Source: an optimization exercise on an open RTL-to-GDS flow (aim: a short achievable clock period and few clock cycles). Production flows keep margins and buffers that such runs may drop.
Only simulation tests tie the RTL to the original design; equivalence was not proved.
Power and IR drop assume default switching activity.

### flow/config.mk
export PLATFORM = sky130hd
export DESIGN_NAME = pq_dec
export DESIGN_NICKNAME = pq_dec
export VERILOG_FILES = /design/flow/design.v
export SDC_FILE = /design/flow/constraint.sdc
export NUM_CORES = 4
export LEC_CHECK = 0
export ABC_CLOCK_PERIOD_IN_PS = 3500
export CAP_MARGIN = 20
export CORE_MARGIN = 2
export CORE_UTILIZATION = 40
export PLACE_DENSITY = 0.6
export SLEW_MARGIN = 20
### flow/constraint.sdc
create_clock -name core_clock -period 12.0 [get_ports {clk}]
set_input_delay 2.4000 -clock core_clock [delete_from_list [all_inputs] [get_ports {clk}]]
set_output_delay 2.4000 -clock core_clock [all_outputs]
set_load 0.01 [all_outputs]
### flow/design.v
module pq_dec (
    input  wire        clk,
    input  wire        rst,
    input  wire        cmd_valid,
    output wire        cmd_ready,
    input  wire [63:0] cmd_word,
    input  wire [63:0] cmd_arg0,
    input  wire [31:0] cmd_inlen,
    input  wire [31:0] cmd_cap,
    input  wire        in_valid,
    output wire        in_ready,
    input  wire [7:0]  in_data,
    output wire        out_valid,
    input  wire        out_ready,
    output wire [63:0] out_data,
    output wire        done,
    output reg  [2:0]  done_status,
    output reg  [31:0] done_pos,
    output reg  [31:0] done_count
);
    localparam [7:0] OPC_VARINT = 8'h01;
    localparam [7:0] OPC_BITUNP = 8'h02;
    localparam [7:0] OPC_RLE    = 8'h03;
    localparam [7:0] OPC_HYBRID = 8'h04;
    localparam [2:0] ST_OK        = 3'd0;
    localparam [2:0] ST_TRUNCATED = 3'd1;
    localparam [2:0] ST_MALFORMED = 3'd2;
    localparam [2:0] ST_INVALID   = 3'd3;
    localparam [2:0] ST_BAD_ARG   = 3'd4;
    localparam [2:0] ST_CAPACITY  = 3'd5;
    localparam [3:0] PS_IDLE  = 4'd0;
    localparam [3:0] PS_SETUP = 4'd1;
    localparam [3:0] PS_BPM   = 4'd2;    
    localparam [3:0] PS_BPC   = 4'd3;    
    localparam [3:0] PS_PFX   = 4'd4;    
    localparam [3:0] PS_HDR   = 4'd5;    
    localparam [3:0] PS_RUN   = 4'd6;    
    localparam [3:0] PS_RUN2  = 4'd7;    
    localparam [3:0] PS_RBODY = 4'd8;    
    localparam [3:0] PS_BBODY = 4'd9;    
    localparam [3:0] PS_END   = 4'd10;   
    localparam [3:0] PS_FAULT = 4'd11;   
    localparam [3:0] PS_DONE  = 4'd12;
    localparam integer BBW = 128;        
    reg [3:0]  ps;
    reg        cmd_rdy;
    reg        done_r;
    assign cmd_ready = cmd_rdy;
    assign done      = done_r;
    wire cmd_fire = cmd_valid & cmd_rdy;
    reg [63:0] cw;
    reg [63:0] ca;
    reg [31:0] cl;
    reg [31:0] cc;
    always @(posedge clk) begin
        if (cmd_rdy) begin
            cw <= cmd_word;
            ca <= cmd_arg0;
            cl <= cmd_inlen;
            cc <= cmd_cap;
        end
    end
    wire [7:0] opc  = cw[7:0];
    wire [7:0] bw8  = cw[15:8];
    wire       lenx = cw[16];
    wire [6:0] bw   = bw8[6:0];
    wire       o_var = (opc == OPC_VARINT);
    wire       o_bp  = (opc == OPC_BITUNP);
    wire       o_rle = (opc == OPC_RLE);
    wire       o_hyb = (opc == OPC_HYBRID);
    wire [5:0] bw_round = bw[5:0] + 6'd7;
    wire [2:0] nb = bw_round[5:3];           
    reg [7:0] fm0, fm1, fm2, fm3;
    reg [2:0] fcnt;
    reg       in_rdy;
    assign in_ready = in_rdy;
    wire      fire = in_valid & in_rdy;
    wire      f_ne = (fcnt != 3'd0);
    wire [7:0] f_hd = fm0;
    reg        pop;                       
    wire [2:0] fcnt_pop = fcnt - {2'd0, pop};
    wire [2:0] fcnt_nx  = fcnt_pop + {2'd0, fire};
    always @(posedge clk) begin
        if (rst || cmd_fire) begin
            fcnt <= 3'd0;
        end else begin
            fcnt <= fcnt_nx;
            fm0 <= (fire && fcnt_pop == 3'd0) ? in_data : (pop ? fm1 : fm0);
            fm1 <= (fire && fcnt_pop == 3'd1) ? in_data : (pop ? fm2 : fm1);
            fm2 <= (fire && fcnt_pop == 3'd2) ? in_data : (pop ? fm3 : fm2);
            fm3 <= (fire && fcnt_pop == 3'd3) ? in_data : fm3;
        end
    end
    reg [31:0] tb_left;      
    reg [31:0] tv_left;      
    reg        tk_var;
    reg        tk_pfx;       
    reg [23:0] psh;          
    reg        bload;        
    reg [31:0] bload_val;
    wire tb_nz  = |tb_left;
    wire tb_gt1 = |tb_left[31:1];
    wire tv_nz  = |tv_left;
    wire tv_gt1 = |tv_left[31:1];
    wire pfx_last = tk_pfx & fire & ~tb_gt1;
    wire in_term  = fire & ~in_data[7];
    reg  bud_ok;
    always @(*) begin
        if (bload)
            bud_ok = (bw != 7'd0) & ~gc_z;
        else if (pfx_last)
            bud_ok = ~in_data[7] & ((|in_data) | (|psh));
        else
            bud_ok = fire ? tb_gt1 : tb_nz;
    end
    wire var_ok  = ~tk_var | (in_term ? tv_gt1 : tv_nz);
    wire [2:0] fcnt_in = fcnt + {2'd0, fire};
    wire fifo_ok = (fcnt_in != 3'd4);
    wire ps_take = (ps != PS_IDLE) && (ps != PS_END) && (ps != PS_FAULT) && (ps != PS_DONE);
    wire [7:0] icmd_opc = cmd_word[7:0];
    wire [5:0] inb_round = cmd_word[13:8] + 6'd7;
    always @(posedge clk) begin
        if (rst) begin
            in_rdy <= 1'b0;
            tk_var <= 1'b0;
            tk_pfx <= 1'b0;
        end else if (cmd_rdy) begin
            tk_var  <= 1'b0;
            tk_pfx  <= 1'b0;
            tv_left <= cmd_arg0[31:0];
            in_rdy  <= 1'b0;
            tb_left <= 32'd0;
            case (icmd_opc)
            OPC_HYBRID: begin
                if (!cmd_word[16]) begin
                    tb_left <= 32'd4;
                    tk_pfx  <= 1'b1;
                    in_rdy  <= cmd_valid;
                end else begin
                    tb_left <= cmd_arg0[31:0];
                    in_rdy  <= cmd_valid & (|cmd_arg0[31:0]);
                end
            end
            OPC_VARINT: begin
                tb_left <= cmd_inlen;
                tk_var  <= 1'b1;
                in_rdy  <= cmd_valid & (|cmd_inlen) & (|cmd_arg0[31:0]);
            end
            OPC_RLE: begin
                tb_left <= {29'd0, inb_round[5:3]};
                in_rdy  <= cmd_valid & (|cmd_word[13:8]);
            end
            default: ;
            endcase
        end else begin
            if (fire)
                psh <= {in_data, psh[23:8]};
            if (bload)
                tb_left <= bload_val;
            else if (pfx_last)
                tb_left <= in_data[7] ? 32'd0 : {in_data, psh};
            else if (fire)
                tb_left <= tb_left - 32'd1;
            if (pfx_last)
                tk_pfx <= 1'b0;
            if (in_term)
                tv_left <= tv_left - 32'd1;
            in_rdy <= bud_ok & var_ok & fifo_ok & ps_take;
        end
    end
    reg        qv0, qv1, qb0, qb1, ql0, ql1;
    reg [31:0] qc0, qc1;
    reg [63:0] qd0, qd1;
    reg        qwp, qrp;
    wire        h_v    = qrp ? qv1 : qv0;
    wire        h_bp   = qrp ? qb1 : qb0;
    wire        h_last = qrp ? ql1 : ql0;
    wire [31:0] h_cnt  = qrp ? qc1 : qc0;
    wire [63:0] h_val  = qrp ? qd1 : qd0;
    reg [BBW-1:0] bb;
    reg [7:0]     bcnt;
    reg [63:0]    bmask;
    reg        ov, sv;
    reg [63:0] od, sd;
    assign out_valid = ov;
    assign out_data  = od;
    reg  [8:0] bdef;                      
    wire have   = ~bdef[8];
    wire emit   = h_v & ~sv & (~h_bp | have);
    wire fin    = emit & h_last;
    wire can_push = qwp ? ~qv1 : ~qv0;
    wire bspace = (bcnt <= BBW - 8);
    reg        push;
    reg        push_bp;
    reg [31:0] push_cnt;
    reg [63:0] push_val;
    reg        app;                       
    reg        push_last;
    wire [63:0] e_data = h_bp ? (bb[63:0] & bmask) : h_val;
    wire [31:0] h_dec  = h_cnt - 32'd1;
    wire        h_is2  = (h_cnt == 32'd2);
    always @(posedge clk) begin
        if (rst) begin
            qv0 <= 1'b0;
            qv1 <= 1'b0;
            qwp <= 1'b0;
            qrp <= 1'b0;
        end else begin
            if (push) begin
                qwp <= ~qwp;
                if (qwp) begin
                    qv1 <= 1'b1; qb1 <= push_bp; qc1 <= push_cnt; ql1 <= push_last; qd1 <= push_val;
                end else begin
                    qv0 <= 1'b1; qb0 <= push_bp; qc0 <= push_cnt; ql0 <= push_last; qd0 <= push_val;
                end
            end
            if (emit) begin
                if (fin)
                    qrp <= ~qrp;
                if (qrp) begin
                    qc1 <= h_dec; ql1 <= h_is2;
                    if (fin) qv1 <= 1'b0;
                end else begin
                    qc0 <= h_dec; ql0 <= h_is2;
                    if (fin) qv0 <= 1'b0;
                end
            end
        end
    end
    wire          consume = emit & h_bp;
    wire [BBW-1:0] bb_sh  = consume ? (bb >> bw) : bb;
    wire [7:0]     bc_sh  = consume ? bdef[7:0] : bcnt;
    wire [8:0]     bd_sh  = consume ? (bdef - {2'b00, bw}) : bdef;
    always @(posedge clk) begin
        if (rst) begin
            bb   <= {BBW{1'b0}};
            bcnt <= 8'd0;
            bdef <= 9'd0;
        end else if (ps == PS_SETUP) begin
            bdef <= {1'b0, bcnt} - {2'b00, bw};
        end else if (app) begin
            bb   <= bb_sh | ({{(BBW-8){1'b0}}, f_hd} << bc_sh);
            bcnt <= bc_sh + 8'd8;
            bdef <= bd_sh + 9'd8;
        end else begin
            bb   <= bb_sh;
            bcnt <= bc_sh;
            bdef <= bd_sh;
        end
    end
    wire o_take = ov & out_ready;
    always @(posedge clk) begin
        if (rst) begin
            ov <= 1'b0;
            sv <= 1'b0;
        end else if (!ov || o_take) begin
            if (sv) begin
                od <= sd;
                ov <= 1'b1;
                sv <= 1'b0;
            end else if (emit) begin
                od <= e_data;
                ov <= 1'b1;
            end else begin
                ov <= 1'b0;
            end
        end else if (emit) begin
            sd <= e_data;
            sv <= 1'b1;
        end
    end
    wire drained = ~qv0 & ~qv1 & ~sv & (~ov | out_ready);
    reg [31:0] p;            
    reg [31:0] prem;         
    reg [31:0] clm4;         
    reg [63:0] acc;
    reg [3:0]  k;
    reg [63:0] hdr;
    reg [31:0] vleft;        
    reg [31:0] room;         
    reg [31:0] ntot;         
    reg [31:0] rcnt;         
    reg [2:0]  nbl;          
    reg [31:0] gcnt;         
    reg [31:0] bleft;        
    reg [2:0]  fcode;
    reg [31:0] fpos;
    integer mi;
    reg  prem_nz, prem_is1;           
    reg  vl_is1, bl_is1;              
    reg  rc_z, rc_1, gc_z;            
    reg  [31:0] prem_nx;
    wire [31:0] p_inc = p + 32'd1;
    reg        arg_fault;
    reg [2:0]  arg_code;
    always @(*) begin
        arg_fault = 1'b1;
        arg_code  = ST_OK;
        if (opc < OPC_VARINT || opc > OPC_HYBRID)
            arg_code = ST_INVALID;
        else if (cw[63:17] != 47'd0)
            arg_code = ST_BAD_ARG;
        else if (lenx && opc != OPC_HYBRID)
            arg_code = ST_BAD_ARG;
        else if (o_bp && bw8 > 8'd64)
            arg_code = ST_BAD_ARG;
        else if ((o_rle || o_hyb) && bw8 > 8'd32)
            arg_code = ST_BAD_ARG;
        else if (o_var && bw8 != 8'd0)
            arg_code = ST_BAD_ARG;
        else if (o_rle && ca[0])
            arg_code = ST_BAD_ARG;
        else
            arg_fault = 1'b0;
    end
    wire [3:0]  k_next  = k + 4'd1;
    wire        var_bad = (k == 4'd9) && (f_hd >= 8'h02);
    wire [63:0] var_add = {57'd0, f_hd[6:0]} << (7 * k);
    wire [63:0] var_v   = acc | var_add;
    wire [31:0] body_v  = acc[31:0] | ({24'd0, f_hd} << {k[1:0], 3'b000});
    wire        h_rle   = ~hdr[0];
    wire [62:0] h_half  = hdr[63:1];
    wire        need_r  = (|h_half[62:32]) || (h_half[31:0] > room);
    wire [31:0] h_g8    = {h_half[28:0], 3'b000};
    wire        need_b  = (|h_half[62:29]) || (h_g8 > room);
    wire [28:0] m_ng = (ps == PS_HDR) ? var_v[29:1] : ca[29:1];
    wire [35:0] pp0 = bw[0] ? {7'd0, m_ng}       : 36'd0;
    wire [35:0] pp1 = bw[1] ? {6'd0, m_ng, 1'd0} : 36'd0;
    wire [35:0] pp2 = bw[2] ? {5'd0, m_ng, 2'd0} : 36'd0;
    wire [35:0] pp3 = bw[3] ? {4'd0, m_ng, 3'd0} : 36'd0;
    wire [35:0] pp4 = bw[4] ? {3'd0, m_ng, 4'd0} : 36'd0;
    wire [35:0] pp5 = bw[5] ? {2'd0, m_ng, 5'd0} : 36'd0;
    wire [35:0] pp6 = bw[6] ? {1'd0, m_ng, 6'd0} : 36'd0;
    wire [35:0] s1 = pp0 ^ pp1 ^ pp2;
    wire [35:0] c1 = {((pp0 & pp1) | (pp0 & pp2) | (pp1 & pp2)), 1'b0};
    wire [35:0] s2 = pp3 ^ pp4 ^ pp5;
    wire [35:0] c2 = {((pp3 & pp4) | (pp3 & pp5) | (pp4 & pp5)), 1'b0};
    wire [35:0] s3 = s1 ^ c1 ^ s2;
    wire [35:0] c3 = {((s1 & c1) | (s1 & s2) | (c1 & s2)), 1'b0};
    wire [35:0] s4 = s3 ^ c3 ^ c2;
    wire [35:0] c4 = {((s3 & c3) | (s3 & c2) | (c3 & c2)), 1'b0};
    wire [35:0] s5 = s4 ^ c4 ^ pp6;
    wire [35:0] c5 = {((s4 & c4) | (s4 & pp6) | (c4 & pp6)), 1'b0};
    reg  [35:0] ms, mc;
    wire [35:0] prod = ms + mc;
    wire [31:0] m_lim = prem;            
    wire [38:0] gx_a  = {3'b000, ms};
    wire [38:0] gx_b  = {3'b000, mc};
    wire [38:0] gx_c  = {7'b0111111, ~m_lim};
    wire [38:0] gx_s  = gx_a ^ gx_b ^ gx_c;
    wire [38:0] gx_k  = {((gx_a[37:0] & gx_b[37:0]) | (gx_a[37:0] & gx_c[37:0]) | (gx_b[37:0] & gx_c[37:0])), 1'b0};
    wire [38:0] gx_t  = gx_s + gx_k;
    wire        prod_gt = gx_t[38];
    wire [31:0] pfx_L   = {f_hd, acc[23:0]};
    reg  rchk;
    wire r_trunc = ({29'd0, nb} > prem);
    wire rfail   = rchk & (need_r | r_trunc);
    always @(*) begin
        prem_nx = pop ? prem - 32'd1 : prem;
        if (ps == PS_SETUP)
            prem_nx = (o_hyb && lenx) ? ca[31:0] : cl;
        else if (ps == PS_PFX && f_ne && k == 4'd3)
            prem_nx = pfx_L;
    end
    always @(*) begin
        pop       = 1'b0;
        app       = 1'b0;
        push      = 1'b0;
        push_bp   = 1'b0;
        push_cnt  = rcnt;
        push_last = rc_1;
        push_val  = {32'd0, body_v};
        bload     = 1'b0;
        bload_val = prod[31:0];
        case (ps)
        PS_BPC: begin
            bload = 1'b1;                
            if (!prod_gt) begin
                push     = ~gc_z & can_push;
                push_bp  = 1'b1;
                push_cnt = gcnt;
                push_last = 1'b0;
            end
        end
        PS_PFX: pop = f_ne;
        PS_HDR: begin
            if (prem_nz && f_ne && (!o_var || can_push)) begin
                pop = 1'b1;
                if (o_var && !var_bad && !f_hd[7]) begin
                    push     = 1'b1;
                    push_cnt = 32'd1;
                    push_last = 1'b1;
                    push_val = var_v;
                end
            end
        end
        PS_RUN2: begin
            if (!prod_gt && !need_b) begin
                push     = ~gc_z & can_push;
                push_bp  = 1'b1;
                push_cnt = gcnt;
                push_last = 1'b0;
            end
        end
        PS_RBODY: begin
            if (nbl != 3'd0) begin
                if (f_ne && (nbl != 3'd1 || can_push || rc_z)) begin
                    pop  = 1'b1;
                    push = (nbl == 3'd1) && !rc_z && !rfail;
                end
            end else begin
                push     = !rc_z & can_push & !rfail;
                push_val = 64'd0;
            end
        end
        PS_BBODY: begin
            pop = f_ne & bspace;
            app = f_ne & bspace;
        end
        default: ;
        endcase
    end
    task go_fault(input [2:0] code, input [31:0] pos);
        begin
            fcode <= code;
            fpos  <= pos;
            ps    <= PS_FAULT;
        end
    endtask
    task run_end(input last);
        begin
            if (!o_hyb || last)
                ps <= PS_END;
            else
                ps <= PS_HDR;
        end
    endtask
    always @(posedge clk) begin
        if (rst) begin
            ps          <= PS_IDLE;
            cmd_rdy     <= 1'b1;
            done_r      <= 1'b0;
            done_status <= ST_OK;
            done_pos    <= 32'd0;
            done_count  <= 32'd0;
        end else begin
            done_r <= 1'b0;
            if (pop)
                p <= p_inc;
            prem     <= prem_nx;
            prem_nz  <= |prem_nx;
            prem_is1 <= (prem_nx == 32'd1);
            case (ps)
            PS_IDLE: begin
                if (cmd_fire) begin
                    cmd_rdy <= 1'b0;
                    ps      <= PS_SETUP;
                end
            end
            PS_SETUP: begin
                p     <= 32'd0;
                rchk  <= 1'b0;
                clm4  <= cl - 32'd4;
                acc   <= 64'd0;
                k     <= 4'd0;
                room  <= cc;
                ntot  <= 32'd0;
                for (mi = 0; mi < 64; mi = mi + 1)
                    bmask[mi] <= (bw > mi);
                if (arg_fault) begin
                    go_fault(arg_code, 32'd0);
                end else begin
                    case (opc)
                    OPC_VARINT: begin
                        vleft  <= ca[31:0];
                        vl_is1 <= (ca[31:0] == 32'd1);
                        ntot  <= ca[31:0];
                        if (ca > {32'd0, cc})
                            go_fault(ST_CAPACITY, 32'd0);
                        else if (ca == 64'd0)
                            ps <= PS_END;
                        else
                            ps <= PS_HDR;
                    end
                    OPC_BITUNP: begin
                        gcnt <= {ca[29:1], 3'b000};
                        gc_z <= (ca[29:1] == 29'd0);
                        ntot <= {ca[29:1], 3'b000};
                        if ((|ca[63:30]) || ({ca[29:1], 3'b000} > cc))
                            go_fault(ST_CAPACITY, 32'd0);
                        else
                            ps <= PS_BPM;
                    end
                    OPC_RLE: begin
                        rcnt <= ca[32:1];
                        rc_z <= (ca[32:1] == 32'd0);
                        rc_1 <= (ca[32:1] == 32'd1);
                        ntot <= ca[32:1];
                        nbl  <= nb;
                        if ((|ca[63:33]) || (ca[32:1] > cc))
                            go_fault(ST_CAPACITY, 32'd0);
                        else if ({29'd0, nb} > cl)
                            go_fault(ST_TRUNCATED, 32'd0);
                        else
                            ps <= PS_RBODY;
                    end
                    default: begin  
                        if (lenx) begin
                            if (ca > {32'd0, cl})
                                go_fault(ST_TRUNCATED, 32'd0);
                            else if (ca == 64'd0)
                                ps <= PS_END;
                            else
                                ps <= PS_HDR;
                        end else begin
                            if (cl < 32'd4)
                                go_fault(ST_TRUNCATED, 32'd0);
                            else
                                ps <= PS_PFX;
                        end
                    end
                    endcase
                end
            end
            PS_BPM: begin
                ms <= s5;
                mc <= c5;
                ps <= PS_BPC;
            end
            PS_BPC: begin
                if (prod_gt)
                    go_fault(ST_TRUNCATED, 32'd0);
                else if (gc_z)
                    ps <= PS_END;
                else if (can_push) begin
                    bleft  <= prod[31:0];
                    bl_is1 <= (prod[31:0] == 32'd1);
                    if (bw == 7'd0)
                        ps <= PS_END;
                    else
                        ps <= PS_BBODY;
                end
            end
            PS_PFX: begin
                if (f_ne) begin
                    acc[8*k[1:0] +: 8] <= f_hd;
                    k <= k_next;
                    if (k == 4'd3) begin
                        acc <= 64'd0;
                        k   <= 4'd0;
                        if (f_hd[7])
                            go_fault(ST_MALFORMED, 32'd4);
                        else if (pfx_L > clm4)
                            go_fault(ST_TRUNCATED, 32'd4);
                        else begin
                            if (pfx_L == 32'd0)
                                ps <= PS_END;
                            else
                                ps <= PS_HDR;
                        end
                    end
                end
            end
            PS_HDR: begin
                if (!prem_nz) begin
                    go_fault(ST_TRUNCATED, p);
                end else if (pop) begin
                    k <= k_next;
                    if (var_bad) begin
                        go_fault(ST_MALFORMED, p_inc);
                    end else if (f_hd[7]) begin
                        acc <= var_v;
                    end else begin
                        acc <= 64'd0;
                        k   <= 4'd0;
                        if (o_var) begin
                            vleft  <= vleft - 32'd1;
                            vl_is1 <= (vleft == 32'd2);
                            if (vl_is1)
                                ps <= PS_END;
                        end else begin
                            hdr  <= var_v;
                            rcnt <= var_v[32:1];
                            rc_z <= (var_v[32:1] == 32'd0);
                            rc_1 <= (var_v[32:1] == 32'd1);
                            gcnt <= {var_v[29:1], 3'b000};
                            gc_z <= (var_v[29:1] == 29'd0);
                            nbl  <= nb;
                            ms   <= s5;
                            mc   <= c5;
                            if (var_v[0]) begin
                                ps <= PS_RUN2;
                            end else begin
                                rchk <= 1'b1;
                                ps   <= PS_RBODY;
                            end
                        end
                    end
                end
            end
            PS_RUN2: begin
                if (!need_b && (gc_z || can_push)) begin
                    room <= room - h_g8;
                    ntot <= ntot + h_g8;
                end
                if (need_b)
                    go_fault(ST_CAPACITY, p);
                else if (prod_gt)
                    go_fault(ST_TRUNCATED, p);
                else if (gc_z)
                    run_end(!prem_nz);
                else if (can_push) begin
                    bleft  <= prod[31:0];
                    bl_is1 <= (prod[31:0] == 32'd1);
                    if (bw == 7'd0)
                        run_end(!prem_nz);
                    else
                        ps <= PS_BBODY;
                end
            end
            PS_RBODY: begin
                if (rchk) begin
                    rchk <= 1'b0;
                    room <= room - h_half[31:0];
                    ntot <= ntot + h_half[31:0];
                end
                if (rfail) begin
                    if (need_r)
                        go_fault(ST_CAPACITY, p);
                    else
                        go_fault(ST_TRUNCATED, p);
                end else if (nbl != 3'd0) begin
                    if (pop) begin
                        acc[31:0] <= body_v;
                        k   <= k_next;
                        nbl <= nbl - 3'd1;
                        if (nbl == 3'd1) begin
                            acc <= 64'd0;
                            k   <= 4'd0;
                            run_end(prem_is1);
                        end
                    end
                end else if (rc_z || can_push) begin
                    run_end(!prem_nz);
                end
            end
            PS_BBODY: begin
                if (pop) begin
                    bleft  <= bleft - 32'd1;
                    bl_is1 <= (bleft == 32'd2);
                    if (bl_is1)
                        run_end(prem_is1);
                end
            end
            PS_END: begin
                if (drained) begin
                    done_r      <= 1'b1;
                    done_status <= ST_OK;
                    done_pos    <= p;
                    done_count  <= ntot;
                    ps          <= PS_DONE;
                end
            end
            PS_FAULT: begin
                if (drained) begin
                    done_r      <= 1'b1;
                    done_status <= fcode;
                    done_pos    <= fpos;
                    done_count  <= 32'd0;
                    ps          <= PS_DONE;
                end
            end
            PS_DONE: begin
                cmd_rdy <= 1'b1;
                ps      <= PS_IDLE;
            end
            default: begin
                cmd_rdy <= 1'b1;
                ps      <= PS_IDLE;
            end
            endcase
        end
    end
endmodule
### flow/flow/run.sh
#!/bin/bash
# Standard layout (the standard.sh, standard synthesis unchanged), with the
# resizer's timing repair aimed below the SDC period: SETUP_SLACK_MARGIN asks
# repair_timing for that much extra setup slack (the SDC itself is unchanged).
set -euo pipefail
cd "$(dirname "$0")/.."
bash standard.sh SETUP_SLACK_MARGIN=7.8 TNS_END_PERCENT=0 finish > layout.log 2>&1
### flow/standard.sh
#!/bin/bash
# synth_recipe.tcl (not shown) runs the flow's synth.tcl, then flattens the netlist and writes it again
# the make line also repeats each setting of config.mk as NAME=value (left out here)
make -C /OpenROAD-flow-scripts/flow DESIGN_CONFIG=/design/flow/config.mk WORK_HOME=/design/flow/orfs CLKGATE_MAP_FILE= SYNTH_SCRIPT=/design/flow/synth_recipe.tcl "${@:-finish}"
==> flow_summary.ini, run 1 <==
[critical_path]
crit_type = in2reg
rr_startpoint = cw[13]
crit_fanout = 4
worstPathRequired_ns = 12.60
r2r_slack_ns = 7.50
r2r_cells = 14
worstPathArrival_ns = 5.10
start_kind = primary input
critPathCaptureType = flip-flop
path_cells = clkdlybuf4s50_1, or3_1, nand3_1, xor2_1, nor3b_1, a221oi_1, o22ai_1
worst_path_largest_cell_delay_ns = 0.71
critical_path.slowest_cell = xor2_1
rr_endpoint = ntot[10]

[route]
routed_wl_um = 396000
met1_length_um = 155000
wl_met3_um = 46200
vias_per_cell = 6.32
drc = 0
drtIter0Drc = 12000
top_layer_used = met5
wl_met2_um = 168000
detail_route.wl_per_cell_um = 30.0
drtAntennaViolNets = 0
via_count = 83600
drt_first_pass_iters = 7

[synth]
yosys_warnings = 1
post_synth_num_cell_types = 93
synth_compound_area_share_pct = 16.0
synth_top_family_by_area = compound AO/OA/AOI/OAI gates
synth.area.mux_share_pct = 7.99
synth_xor_xnor_area_share_pct = 3.24
synthSimpleGateAreaFrac_pct = 15.5
synthArstFlopShare_pct = 0
syn-instance-count = 9584
ys.flop_type = edfxtp_1
synthAdderAreaFrac_pct = 8.97
syn_area_per_cell_um2 = 9.85
synth-seq-cells = 1458
synth_edf_count = 1228
syn-num-nets = 10400
ys_seq_area_share_pct = 44.0
netlist_area_um2 = 94400

[floorplanning]
row_count = 178
coreArea_um2 = 235000
dieArea_um2 = 240000
io_pins = 340
start_util_pct = 40.2
die_h_um = 490
die_w_um = 490

[global_routing]
grt_pass1_vias = 79800
grt_pass1_wl_um = 564000
track_usage_pct = 32.2
antenna_found_initial = 20
grt_max_degree = 135
grt_overflow = 0

[cells_and_area]
syn_to_final_growth_pct = 17.5
fin_nets = 10700
drive_gt1_share_pct = 11.4
nFillCells = 21700
final_cells = 13200
final_common_cell = edfxtp_1
regArea_um2 = 41500
fin_area_um2 = 111000
multi_input_area_um2 = 50200
final_cell_mix = edfxtp_1, nand2_1, nor2_1

[place]
place_area_um2 = 102000
portBuffers = 339
gp_congestion = 1.03
dp_hpwl_um = 283000
dp.cells = 12700

[power]
leakagePower_nw = 41.1
swShare_pct = 40.1
seq_power_share_pct = 34.0
clockPowerShare_pct = 26.1
pwr-share-comb_pct = 39.9
intPower_mw = 13.0
p_switching_mw = 8.69
ir_drop_uv = 173
power.density_nw_per_um2 = 195

[timing]
hold_ws_ns = 0.476
hold_viol_final = 0
min_period_ns = 4.51
period_share_pct = 37.5
rsz0062_at_grt = true
finalSetupViolations = 0
setup_tns_ns = 0
timing.fmax_mhz = 222
slew_violations = 0
clock_skew_ns = 0.0892
slew_headroom_pct = 15.3
tightest_slew_ns = 1.26

[clock_tree]
clock_latency_ns = 0.91
cts.clk_slew.worst_paths_ns = 0.06
numCtsBuffers = 169
htree_num_levels = 4
cts_tree = built
clk_path_buf_depth = 3
clock_sinks = 1458
cts-root-buf = clkbuf_16

[status]
run_status = complete, no violations

[min_path]
holdPathEnd = done_count[12]
worstHoldStart = done_count[12]
hold_class = reg2reg
holdPathStages = 1

[job]
cap_violations = 0
[synth_stat cells, types with 50 or more instances]
cell type | count | area (um2)
nor2_1 | 903 | 3390
edfxtp_1 | 1228 | 36900
nor4_1 | 146 | 913
o221ai_1 | 51 | 447
o22ai_1 | 101 | 632
nor3_1 | 233 | 1170
a221o_1 | 57 | 571
or3_1 | 59 | 369
nand2_1 | 961 | 3610
a21oi_1 | 718 | 3590
nand2b_1 | 50 | 313
nor2b_1 | 72 | 450
o211ai_1 | 61 | 458
fa_1 | 171 | 3420
mux2i_1 | 356 | 3560
a31oi_1 | 70 | 438
mux4_2 | 116 | 2610
mux2_2 | 121 | 1360
xor2_1 | 110 | 963
and3_1 | 57 | 357
and2_1 | 233 | 1460
a22o_1 | 72 | 631
clkbuf_1 | 443 | 1660
a211oi_1 | 130 | 976
o21ai_0 | 563 | 2820
ha_1 | 403 | 5040
nand3_1 | 202 | 1010
a22oi_1 | 94 | 706
buf_1 | 84 | 315
inv_1 | 537 | 2020
a21o_1 | 143 | 1070
nand4_1 | 86 | 538
xnor2_1 | 239 | 2090
dfxtp_1 | 230 | 4600
[flip-flops by register name (all words and copies together) (netlist names), 35 cells and up]
signal / cells
acc: 64
bb: 128
bmask: 64
ca: 64
cw: 64
hdr: 63
ms: 35
od: 64
qd0: 64
qd1: 64
sd: 64
[through the flow]
step                      power (mW)  worst slack, ns  util (%)
final                           21.7             7.49      47.2
after global routing            22.6             7.47      47.2
after CTS                       21.4             7.57      46.9
after detailed placement        15.3             5.60      43.3
after global placement          15.2             5.68      43.3
after floorplan                 12.2             6.58         -
[layer usage]
metal | vias to the layer above | global-route usage, %
li1 | 36100 | -
met1 | 41000 | 42.3
met2 | 5408 | 47.0
met3 | 1153 | 9.30
met4 | 12 | 19.1
met5 | - | 0.624
[worst max-delay path, delay by kind of cell]
| kind | cells | cell delay (ns) |
|---|---|---|
| and+or+nand+nor | 3 | 0.97 |
| xor gates and xnor gates | 1 | 0.71 |
| buffers and inverters | 1 | 0.56 |
| AOI/OAI and AO/OA | 2 | 0.44 |
[worst max path at each step]
stage / slack, ns / end / start
5_1_grt: 7.47 / ms[24] / k[1]
4_1_cts: 7.57 / qc0[12] / cw[10]
2_1_floorplan: 6.58 / bmask[0] / rst
6_report: 7.49 / tb_left[2] / cmd_word[10]
3_5_place_dp: 5.60 / qc1[22] / cw[11]
3_3_place_gp: 5.68 / qc1[22] / cw[11]
[what timing repair did]
item	CTS	global route
hold buffers	0	0
setup buffers	110	31
resized for setup	210	63
setup endpoints to repair	1033	1045
pin swaps	29	24
cloned	24	0
hold endpoints to repair	0	0
[layout make-up]
type,count,area share [%]
clock buffers,207,4.08
multi-input cells,7042,45.3
flip-flops and latches,1458,37.4
repair buffers,708,6.35
inverters,548,1.89
diodes,15,0.0339
well taps,3150,3.56
repair inverters,2,0.0158
clock inverters,104,1.36
[power by group through the flow]
stage,Sequential [mW],Clock [mW],Combinational [mW]
2_1_floorplan,7.13,0,5.10
3_3_place_gp,7.45,0,7.71
3_5_place_dp,7.47,0,7.84
4_1_cts,7.33,5.72,8.33
5_1_grt,7.40,5.91,9.28
6_report,7.36,5.66,8.64
[cell families after synthesis]
group / Yosys count
mux: 593
simple gates: 3135
flops: 1458
xor+xnor: 349
buf+inv: 1092
fa+ha+maj: 574
compound gates: 2383
Testbench counts, summed over its fixed seeds: cycles 525,586.
==> run 2, diff against run 1 <==
--- a/flow/design.v
+++ b/flow/design.v
@@ -169,12 +169,14 @@
         end
     end
     reg        qv0, qv1, qb0, qb1, ql0, ql1;
+    reg        qh0, qh1;                 
     reg [31:0] qc0, qc1;
     reg [63:0] qd0, qd1;
     reg        qwp, qrp;
     wire        h_v    = qrp ? qv1 : qv0;
     wire        h_bp   = qrp ? qb1 : qb0;
     wire        h_last = qrp ? ql1 : ql0;
+    wire        h_hold = qrp ? qh1 : qh0;
     wire [31:0] h_cnt  = qrp ? qc1 : qc0;
     wire [63:0] h_val  = qrp ? qd1 : qd0;
     reg [BBW-1:0] bb;
@@ -186,7 +188,11 @@
     assign out_data  = od;
     reg  [8:0] bdef;                      
     wire have   = ~bdef[8];
-    wire emit   = h_v & ~sv & (~h_bp | have);
+    reg        df_v;
+    reg [2:0]  df_code;
+    reg [31:0] df_pos;
+    reg        inv_pend, inv_slot;
+    wire emit   = h_v & ~h_hold & ~df_v & ~sv & (~h_bp | have);
     wire fin    = emit & h_last;
     wire can_push = qwp ? ~qv1 : ~qv0;
     wire bspace = (bcnt <= BBW - 8);
@@ -196,6 +202,8 @@
     reg [63:0] push_val;
     reg        app;                       
     reg        push_last;
+    reg        push_hold;
+    wire       push_ok = push & ~df_v;
     wire [63:0] e_data = h_bp ? (bb[63:0] & bmask) : h_val;
     wire [31:0] h_dec  = h_cnt - 32'd1;
     wire        h_is2  = (h_cnt == 32'd2);
@@ -205,8 +213,17 @@
             qv1 <= 1'b0;
             qwp <= 1'b0;
             qrp <= 1'b0;
+            qh0 <= 1'b0;
+            qh1 <= 1'b0;
         end else begin
-            if (push) begin
+            qh0 <= push_ok & ~qwp & push_hold;
+            qh1 <= push_ok &  qwp & push_hold;
+            if (df_v && inv_pend) begin
+                qwp <= inv_slot;
+                if (inv_slot) qv1 <= 1'b0;
+                else          qv0 <= 1'b0;
+            end
+            if (push_ok) begin
                 qwp <= ~qwp;
                 if (qwp) begin
                     qv1 <= 1'b1; qb1 <= push_bp; qc1 <= push_cnt; ql1 <= push_last; qd1 <= push_val;
@@ -237,7 +254,9 @@
             bcnt <= 8'd0;
             bdef <= 9'd0;
         end else if (ps == PS_SETUP) begin
-            bdef <= {1'b0, bcnt} - {2'b00, bw};
+            bb   <= {BBW{1'b0}};
+            bcnt <= 8'd0;
+            bdef <= 9'd0 - {2'b00, bw};
         end else if (app) begin
             bb   <= bb_sh | ({{(BBW-8){1'b0}}, f_hd} << bc_sh);
             bcnt <= bc_sh + 8'd8;
@@ -323,7 +342,7 @@
     wire        need_r  = (|h_half[62:32]) || (h_half[31:0] > room);
     wire [31:0] h_g8    = {h_half[28:0], 3'b000};
     wire        need_b  = (|h_half[62:29]) || (h_g8 > room);
-    wire [28:0] m_ng = (ps == PS_HDR) ? var_v[29:1] : ca[29:1];
+    wire [28:0] m_ng = (ps == PS_RUN2) ? h_half[28:0] : ca[29:1];
     wire [35:0] pp0 = bw[0] ? {7'd0, m_ng}       : 36'd0;
     wire [35:0] pp1 = bw[1] ? {6'd0, m_ng, 1'd0} : 36'd0;
     wire [35:0] pp2 = bw[2] ? {5'd0, m_ng, 2'd0} : 36'd0;
@@ -354,7 +373,12 @@
     wire [31:0] pfx_L   = {f_hd, acc[23:0]};
     reg  rchk;
     wire r_trunc = ({29'd0, nb} > prem);
-    wire rfail   = rchk & (need_r | r_trunc);
+    wire rfail   = need_r | r_trunc;
+    reg  [28:0] gl;
+    reg  [6:0]  gbl;
+    reg         gl_is1, gb_is1;
+    reg         bp_chk, nb_r, bp_pushed, bp_slot;
+    reg  [31:0] bpos;
     always @(*) begin
         prem_nx = pop ? prem - 32'd1 : prem;
         if (ps == PS_SETUP)
@@ -369,18 +393,18 @@
         push_bp   = 1'b0;
         push_cnt  = rcnt;
         push_last = rc_1;
+        push_hold = 1'b0;
         push_val  = {32'd0, body_v};
         bload     = 1'b0;
         bload_val = prod[31:0];
         case (ps)
         PS_BPC: begin
-            bload = 1'b1;                
-            if (!prod_gt) begin
-                push     = ~gc_z & can_push;
-                push_bp  = 1'b1;
-                push_cnt = gcnt;
-                push_last = 1'b0;
-            end
+            bload     = 1'b1;            
+            push      = ~gc_z & can_push;
+            push_bp   = 1'b1;
+            push_cnt  = gcnt;
+            push_last = 1'b0;
+            push_hold = 1'b1;
         end
         PS_PFX: pop = f_ne;
         PS_HDR: begin
@@ -395,21 +419,20 @@
             end
         end
         PS_RUN2: begin
-            if (!prod_gt && !need_b) begin
-                push     = ~gc_z & can_push;
-                push_bp  = 1'b1;
-                push_cnt = gcnt;
-                push_last = 1'b0;
-            end
+            push      = ~gc_z & can_push;
+            push_bp   = 1'b1;
+            push_cnt  = gcnt;
+            push_last = 1'b0;
+            push_hold = 1'b1;
         end
         PS_RBODY: begin
             if (nbl != 3'd0) begin
                 if (f_ne && (nbl != 3'd1 || can_push || rc_z)) begin
                     pop  = 1'b1;
-                    push = (nbl == 3'd1) && !rc_z && !rfail;
+                    push = (nbl == 3'd1) && !rc_z;
                 end
             end else begin
-                push     = !rc_z & can_push & !rfail;
+                push     = !rc_z & can_push;
                 push_val = 64'd0;
             end
         end
@@ -443,8 +466,20 @@
             done_status <= ST_OK;
             done_pos    <= 32'd0;
             done_count  <= 32'd0;
+            df_v        <= 1'b0;
+            bp_chk      <= 1'b0;
+            rchk        <= 1'b0;
         end else begin
             done_r <= 1'b0;
+            df_v   <= 1'b0;
+            if (bp_chk) begin
+                bp_chk   <= 1'b0;
+                df_v     <= nb_r | prod_gt;
+                df_code  <= nb_r ? ST_CAPACITY : ST_TRUNCATED;
+                df_pos   <= bpos;
+                inv_pend <= bp_pushed;
+                inv_slot <= bp_slot;
+            end
             if (pop)
                 p <= p_inc;
             prem     <= prem_nx;
@@ -523,19 +558,22 @@
                 end
             end
             PS_BPM: begin
-                ms <= s5;
-                mc <= c5;
-                ps <= PS_BPC;
+                ms     <= s5;
+                mc     <= c5;
+                gl     <= ca[29:1];
+                gl_is1 <= (ca[29:1] == 29'd1);
+                gbl    <= bw;
+                gb_is1 <= (bw == 7'd1);
+                ps     <= PS_BPC;
             end
             PS_BPC: begin
-                if (prod_gt)
-                    go_fault(ST_TRUNCATED, 32'd0);
-                else if (gc_z)
-                    ps <= PS_END;
-                else if (can_push) begin
-                    bleft  <= prod[31:0];
-                    bl_is1 <= (prod[31:0] == 32'd1);
-                    if (bw == 7'd0)
+                if (gc_z || can_push) begin
+                    df_v     <= prod_gt;
+                    df_code  <= ST_TRUNCATED;
+                    df_pos   <= 32'd0;
+                    inv_pend <= push;
+                    inv_slot <= qwp;
+                    if (gc_z || bw == 7'd0)
                         ps <= PS_END;
                     else
                         ps <= PS_BBODY;
@@ -586,8 +624,6 @@
                             gcnt <= {var_v[29:1], 3'b000};
                             gc_z <= (var_v[29:1] == 29'd0);
                             nbl  <= nb;
-                            ms   <= s5;
-                            mc   <= c5;
                             if (var_v[0]) begin
                                 ps <= PS_RUN2;
                             end else begin
@@ -599,20 +635,21 @@
                 end
             end
             PS_RUN2: begin
-                if (!need_b && (gc_z || can_push)) begin
-                    room <= room - h_g8;
-                    ntot <= ntot + h_g8;
-                end
-                if (need_b)
-                    go_fault(ST_CAPACITY, p);
-                else if (prod_gt)
-                    go_fault(ST_TRUNCATED, p);
-                else if (gc_z)
-                    run_end(!prem_nz);
-                else if (can_push) begin
-                    bleft  <= prod[31:0];
-                    bl_is1 <= (prod[31:0] == 32'd1);
-                    if (bw == 7'd0)
+                if (gc_z || can_push) begin
+                    room      <= room - h_g8;
+                    ntot      <= ntot + h_g8;
+                    ms        <= s5;
+                    mc        <= c5;
+                    nb_r      <= need_b;
+                    bpos      <= p;
+                    bp_chk    <= 1'b1;
+                    bp_pushed <= push;
+                    bp_slot   <= qwp;
+                    gl        <= h_half[28:0];
+                    gl_is1    <= (h_half[28:0] == 29'd1);
+                    gbl       <= bw;
+                    gb_is1    <= (bw == 7'd1);
+                    if (gc_z || bw == 7'd0)
                         run_end(!prem_nz);
                     else
                         ps <= PS_BBODY;
@@ -620,16 +657,16 @@
             end
             PS_RBODY: begin
                 if (rchk) begin
-                    rchk <= 1'b0;
-                    room <= room - h_half[31:0];
-                    ntot <= ntot + h_half[31:0];
-                end
-                if (rfail) begin
-                    if (need_r)
-                        go_fault(ST_CAPACITY, p);
-                    else
-                        go_fault(ST_TRUNCATED, p);
-                end else if (nbl != 3'd0) begin
+                    rchk     <= 1'b0;
+                    room     <= room - h_half[31:0];
+                    ntot     <= ntot + h_half[31:0];
+                    df_v     <= rfail;
+                    df_code  <= need_r ? ST_CAPACITY : ST_TRUNCATED;
+                    df_pos   <= p;
+                    inv_pend <= push;
+                    inv_slot <= qwp;
+                end
+                if (nbl != 3'd0) begin
                     if (pop) begin
                         acc[31:0] <= body_v;
                         k   <= k_next;
@@ -646,10 +683,17 @@
             end
             PS_BBODY: begin
                 if (pop) begin
-                    bleft  <= bleft - 32'd1;
-                    bl_is1 <= (bleft == 32'd2);
-                    if (bl_is1)
-                        run_end(prem_is1);
+                    if (gb_is1) begin
+                        gbl    <= bw;
+                        gb_is1 <= (bw == 7'd1);
+                        gl     <= gl - 29'd1;
+                        gl_is1 <= (gl == 29'd2);
+                        if (gl_is1)
+                            run_end(prem_is1);
+                    end else begin
+                        gbl    <= gbl - 7'd1;
+                        gb_is1 <= (gbl == 7'd2);
+                    end
                 end
             end
             PS_END: begin
@@ -679,6 +723,11 @@
                 ps      <= PS_IDLE;
             end
             endcase
+            if (df_v) begin
+                fcode <= df_code;
+                fpos  <= df_pos;
+                ps    <= PS_FAULT;
+            end
         end
     end
 endmodule
==> run 2 against run 1 <==
Clock-buffer cell count rose by 25. Final cell count grew 0.28%. Sequential cell count increased by 81. Non-clock buffer count down 73. Sequential share of layout area increased by 1.9 points. First-iteration DRC count shrank 5.0%. Fmax down 1.2%. Area after synthesis is 2.5% higher. Register-to-register slack worse by 0.06 ns. Clock skew decreased by 0.0052 ns. Critical path type is now reg2reg.
==> flow_summary.ini, run 2 <==
[critical_path]
crit_fanout = 11
worstPathArrival_ns = 5.26
r2r_slack_ns = 7.44
start_kind = flip-flop
worstPathRequired_ns = 12.70
critPathCaptureType = flip-flop
r2r_cells = 11
path_cells = ha_1, a21o_1, a21o_1, a21oi_1, a21oi_1, o21a_1, o21ai_0, nand3_1, o22ai_1, a31oi_1, a2111oi_0
crit_family = compound AO/OA/AOI/OAI gates
critical_path.slowest_cell = edfxtp_1
timing.critical_path.buf_inv = 0
rr_startpoint = ca[5]
crit_type = reg2reg
rr_endpoint = ps[2]
worst_path_largest_cell_delay_ns = 0.97

[global_routing]
grt_overflow = 0
top_usage_layer = met2
grt_pass1_vias = 79600
track_usage_pct = 30.3
grtUsageMet3_pct = 8.06
grt_max_degree = 138
grt_pass1_wl_um = 550000
antenna_found_initial = 27
grt.met2_usage_pct = 45.8
grtUsageMet1_pct = 39.1

[place]
gp_congestion = 1.03
pre_cts_slack_ns = 5.59
dp_hpwl_um = 274000
portBuffers = 339

[status]
run_status = complete, no violations

[min_path]
worstHoldStart = done_status[0]
holdPathStages = 2
holdPathEnd = done_status[0]
hold_class = reg2reg

[clock_tree]
hold_buffers = 0
clk_path_buf_depth = 3
numCtsBuffers = 178
cts-root-buf = clkbuf_16
clock_sinks = 1539
htree_num_levels = 4
cts_tree = built
clock_latency_ns = 0.89
cts.clk_slew.worst_paths_ns = 0.06

[timing]
tightest_slew_ns = 1.12
min_period_ns = 4.56
setup_tns_ns = 0
rsz0062_at_grt = true
timing.fmax_mhz = 219
hold_viol_final = 0
slew_headroom_pct = 24.9
finalSetupViolations = 0
clock_skew_ns = 0.0839
layout_setup_ws_ns = 7.44
period_share_pct = 38.0
slew_violations = 0

[route]
drtAntennaViolNets = 0
via_count = 82800
drc = 0
routed_wl_um = 384000
drtIter0Drc = 11400
drt_first_pass_iters = 7
detail_route.wl_per_cell_um = 28.9
vias_per_cell = 6.24

[cells_and_area]
final_common_cell = edfxtp_1
final_cell_mix = edfxtp_1, nand2_1, nor2_1
multi_input_area_um2 = 49600
largest_register_ffs = 128
nFillCells = 22400
fin_nets = 10700
syn_to_final_growth_pct = 15.4
drive_gt1_share_pct = 10.3
regArea_um2 = 43900
largest_register = bb

[job]
cap_violations = 0

[synth]
syn-num-nets = 10400
synthTopCellsByCount = edfxtp_1, nand2_1, nor2_1, a21oi_1, inv_1
synth_top_area_cell = edfxtp_1
synth.most_common_cell = edfxtp_1
syn-instance-count = 9667
synthTopCellsByArea = edfxtp_1, ha_1, dfxtp_1, mux2i_1, nand2_1
post_synth_num_cell_types = 98
synth_top_area_share_pct = 40.5
syn_area_per_cell_um2 = 10.0
synth-seq-cells = 1539
ys_seq_area_share_pct = 45.3
ys.flop_type = edfxtp_1
synthArstFlopShare_pct = 0
synth_edf_count = 1304
yosys_warnings = 1
netlist_area_um2 = 96700

[power]
leakagePower_nw = 40.9
total_power_mw = 19.9
power.density_nw_per_um2 = 178
ir_drop_uv = 136

[floorplanning]
io_pins = 340
die_w_um = 496
start_util_pct = 40.2
dieArea_um2 = 246000
row_count = 180
coreArea_um2 = 241000
die_h_um = 496
[run 2: area by class of cell]
type	instances	share of cell area, %
antenna	11	0.0246
clock inverter	97	0.992
sequential	1539	39.3
timing repair inverter	1	0.00448
multi-input combinational	6988	44.4
tap	3185	3.57
timing repair buffer	635	5.39
inverter	583	1.99
clock buffer	232	4.33
[run 2: kinds of logic after synthesis]
kind of cell | after synthesis | share of synthesized area, %
AO/OA/AOI/OAI | 2257 | 14.5
flip-flops | 1539 | 45.3
AND/OR/NAND/NOR | 3081 | 14.5
adder cells (fa/ha/maj) | 573 | 8.73
XOR/XNOR | 384 | 3.48
buffers and inverters | 1142 | 4.46
multiplexers | 691 | 9.04
[run 2: timing repair]
action / in CTS / in global routing
setup endpoints to repair: 974 / 918
buffers inserted: 44 / 38
resized for setup: 116 / 57
gates cloned: 6 / 3
pin swaps: 3 / 7
[run 2: how the worst max path moves through the flow]
stage / startpoint / end / slack, ns / depth (start not counted)
2_1_floorplan: rst / bb[26] / 6.61 / 6
3_3_place_gp: ps[1] / ms[24] / 5.67 / 14
3_5_place_dp: ps[1] / ms[24] / 5.59 / 14
4_1_cts: rst / bdef[7] / 7.49 / 6
5_1_grt: in_valid / tb_left[31] / 7.45 / 10
6_report: ca[5] / ps[2] / 7.44 / 11
[run 2: worst register-to-register path, stage by stage (launching register included)]
cell and delay, ns:
edfxtp_1 0.97, ha_1 0.39, a21o_1 0.19, a21o_1 0.17
a21oi_1 0.15, a21oi_1 0.09, o21a_1 0.23, o21ai_0 0.84
nand3_1 0.28, o22ai_1 0.44, a31oi_1 0.14, a2111oi_0 0.49
[run 2: layer usage]
layer  wire, um  part of all wire (%)
met5        158                 0.041
met4      26400                   6.9
met3      44200                    12
met2     167000                    43
met1     146000                    38
[run 2: power by group]
group | switching, mW | total (mW) | internal (mW)
sequential | 0.632 | 7.48 | 6.85
clock | 2.45 | 5.57 | 3.12
combinational | 4.41 | 6.84 | 2.43
[run 2: per-stage QoR]
| stage | hold slack, ns | cell area (um2) | cells | util, % |
|---|---|---|---|---|
| 2_1_floorplan | 0.409 | 97000 | 9667 | - |
| 3_3_place_gp | 0.445 | 104000 | 12800 | 43.2 |
| 3_5_place_dp | 0.461 | 104000 | 12800 | 43.2 |
| 4_1_cts | 0.470 | 111000 | 13200 | 46.1 |
| 5_1_grt | 0.499 | 112000 | 13300 | 46.4 |
| 6_report | 0.471 | 112000 | 13300 | 46.4 |
Testbench counts of run 2, summed over its fixed seeds: cycles 525,591.

afterwards: timing with drivers on the ports:
No port has a modelled driver above. Below, the same layouts with a new extraction and two added sets of constraints.
Step 1 sets driving cells, clkbuf_16 on the clock port and buf_2 on the other inputs (assumed; they add their load-dependent delay and slew).
Step 2 times the ports against the registers' clock, not the clock port: input delays grow and output delays shrink by t, the midpoint of the rising clock arrivals with the driver on.
Three values: ideal, step 1, step 2; two values: the first two.
run | t, ns | setup WS [ns] | worst setup path at the end
run 1 | 0.953 | 7.494 / 7.496 / 6.602 | input to register
run 2 | 0.943 | 7.441 / 7.441 / 6.603 | input to register
After both steps every run listed still meets setup and hold. The setup slack of run 1, which loses most, moves by +0.002 ns with the drivers and by -0.892 ns with both steps.
